From an optimization exercise on the open Yosys and OpenROAD flow, aimed at small area; shortcuts taken in it are not production practice.
Only simulation tests tie the RTL to the original design; equivalence was not proved.
No activity file was given, so power comes from the tool's default toggle rates.

## ft_core
module ft_core #(
    parameter RX_CAP      = 64,    
    parameter TX_CAP      = 40,    
    parameter PID_CONTROL = 8'h00,
    parameter PID_DATA    = 8'h01
) (
    input  wire        clk,
    input  wire        rst,           
    input  wire [31:0] now_us,        
    input  wire        lrx_valid,
    input  wire [7:0]  lrx_data,
    output wire        lrx_ready,
    input  wire [7:0]  host_max,
    output wire        hrx_valid,
    output wire [7:0]  hrx_data,
    output wire        hrx_last,
    output wire        hrx_empty,
    output wire [31:0] hrx_ts,
    input  wire        hrx_ready,
    input  wire        hwr_valid,
    input  wire [7:0]  hwr_data,
    input  wire        hwr_last,
    input  wire        hwr_empty,
    output wire        hwr_ready,
    output wire        wr_done,
    output wire [1:0]  wr_status,
    output wire        ltx_valid,
    output wire [7:0]  ltx_data,
    input  wire        ltx_ready
);
Size: about 1600 cells after synthesis, about 950 flip-flops, about 120 I/O pins, about 24000 um2 of cells after synthesis.
clock: 10.0 ns
lec_check: 0
cap_margin: 20
core_margin: 2
core_utilization: 40
cts_buf_list: sky130_fd_sc_hd__clkbuf_4 sky130_fd_sc_hd__clkbuf_8
slew_margin: 20
run.sh (not shown) runs the stock make flow with config.mk's settings and CLKGATE_MAP_FILE= SYNTH_SCRIPT=/design/flow/synth_recipe.tcl, a recipe that flattens the netlist after the stock synthesis.
==> next run, changes <==
==> flow/flow/run.sh (new file) <==
#!/bin/bash
# Own layout flow: the standard ORFS flow (standard.sh, unchanged synthesis),
# with clock tree synthesis told not to add dummy balancing loads and to build
# the tree from clkbuf_16 leaf clusters of up to 25 sinks, and with the port
# buffers made from the smallest buffer cell. Each tool's full output is in
# the ORFS logs under orfs/logs/; make's own output goes to standard.log here.
set -euo pipefail
export CTS_ARGS="-sink_clustering_enable -repair_clock_nets -dont_use_dummy_load -buf_list {sky130_fd_sc_hd__clkbuf_16} -sink_clustering_size 25 -sink_clustering_max_diameter 200"
export BUFFER_PORTS_ARGS="-buffer_cell sky130_fd_sc_hd__buf_1"
bash standard.sh finish > standard.log 2>&1
==> flow/standard.sh (new file) <==
#!/bin/bash
# synth_recipe.tcl (not shown) runs the flow's synth.tcl, then flattens the netlist and writes it again
# the make line also repeats each setting of config.mk as NAME=value (left out here)
make -C /OpenROAD-flow-scripts/flow DESIGN_CONFIG=/design/flow/config.mk WORK_HOME=/design/flow/orfs CLKGATE_MAP_FILE= SYNTH_SCRIPT=/design/flow/synth_recipe.tcl "${@:-finish}"
Settings changed: CTS_BUF_LIST sky130_fd_sc_hd__clkbuf_4 sky130_fd_sc_hd__clkbuf_8 to not set.
removed: flow/run.sh
After rerunning: Total power is lower by about 20%. Synthesized area does not change. Worst setup slack improved by 0.70 ns. Sequential power stays flat. Global-route usage falls by 1.1 points. Utilization fell by 4.9 points. Via count goes down by about 7%. Fmax is higher by 13%.

## the previous run
ft_core, a different RTL version from the one above (not shown whole).
For scale: roughly 1500 cells after synthesis, about 940 flip-flops, roughly 120 I/O pins, about 23000 um2 of cells after synthesis.
clock: 10.0 ns
lec_check: 0
cap_margin: 20
core_margin: 2
core_utilization: 75
place_density: 0.85
slew_margin: 20
standard.sh (not shown) runs the stock make flow with config.mk's settings and CLKGATE_MAP_FILE= SYNTH_SCRIPT=/design/flow/synth_recipe.tcl, a recipe that flattens the netlist after the stock synthesis.
==> flow/flow/run.sh <==
#!/bin/bash
# Own layout flow: the standard ORFS flow (standard.sh, unchanged synthesis),
# with clock tree synthesis told not to add dummy balancing loads, to cluster
# the flip-flops into groups of up to 16 behind clkbuf_8 leaf buffers and to
# build the tree above them from clkbuf_2, and with the port buffers made from
# the smallest buffer cell. Each tool's full output is in the ORFS logs under
# orfs/logs/; make's own output goes to standard.log here.
set -euo pipefail
export CTS_ARGS="-sink_clustering_enable -repair_clock_nets -dont_use_dummy_load -buf_list {sky130_fd_sc_hd__clkbuf_2} -sink_clustering_buffer sky130_fd_sc_hd__clkbuf_8 -sink_clustering_size 16 -sink_clustering_max_diameter 200"
export BUFFER_PORTS_ARGS="-buffer_cell sky130_fd_sc_hd__buf_1"
bash standard.sh finish > standard.log 2>&1
The previous run: done, clean on timing, DRC and antenna
Relative to the previous run, the following input files were edited for the current run:
--- a/flow/flow/run.sh
+++ b/flow/flow/run.sh
@@ -4 +4 @@
-# the flip-flops into groups of up to 16 behind clkbuf_8 leaf buffers and to
+# the flip-flops into groups of up to 17 behind clkbuf_8 leaf buffers and to
@@ -9 +9 @@
-export CTS_ARGS="-sink_clustering_enable -repair_clock_nets -dont_use_dummy_load -buf_list {sky130_fd_sc_hd__clkbuf_2} -sink_clustering_buffer sky130_fd_sc_hd__clkbuf_8 -sink_clustering_size 16 -sink_clustering_max_diameter 200"
+export CTS_ARGS="-sink_clustering_enable -repair_clock_nets -dont_use_dummy_load -buf_list {sky130_fd_sc_hd__clkbuf_2} -sink_clustering_buffer sky130_fd_sc_hd__clkbuf_8 -sink_clustering_size 17 -sink_clustering_max_diameter 200"
Findings:
Between the current run and the previous run, the difference in clock transition time at the flip-flop clock pins of the worst setup and hold paths is negligible.
~same final hold slack in the current run and the previous run
After detailed routing, the previous run needs less wire than the current run.

-- static timing again, ports no longer ideal --
Ports are ideal in the flow. The routed layouts listed here were re-timed in OpenROAD.
Step 1: set_driving_cell puts a clkbuf_16 on clk and a buf_2 on each other input, an assumption about the parent block.
Step 2, shift: input delay + t, output delay - t, t = (earliest + latest rising clock arrival at the registers) / 2. This alone moves slack from input paths to output paths.
Slacks: ideal ports / drivers / drivers and shift; pairs: ideal ports / drivers.
run	t, ns	setup WS [ns]	worst hold slack (ns)	worst setup path after step 2	clock arrival spread, ns
the first run of note 1	0.795	3.984 / 3.961 / 3.961	0.308 / 0.308 / 0.308	input to output	0.042 / 0.041
the second run of note 1	0.630	4.687 / 4.661 / 4.661	0.258 / 0.258 / 0.258	input to output	0.076 / 0.076
the previous run	0.933	4.578 / 4.542 / 4.542	0.255 / 0.255 / 0.255	input to output	0.133 / 0.133
the current run	1.040	4.568 / 4.533 / 4.533	0.257 / 0.257 / 0.257	input to output	0.118 / 0.118
After both steps setup and hold are still met in every run listed. The setup slack of the previous run, which loses most, moves by -0.036 ns with the drivers and by -0.036 ns with both steps.
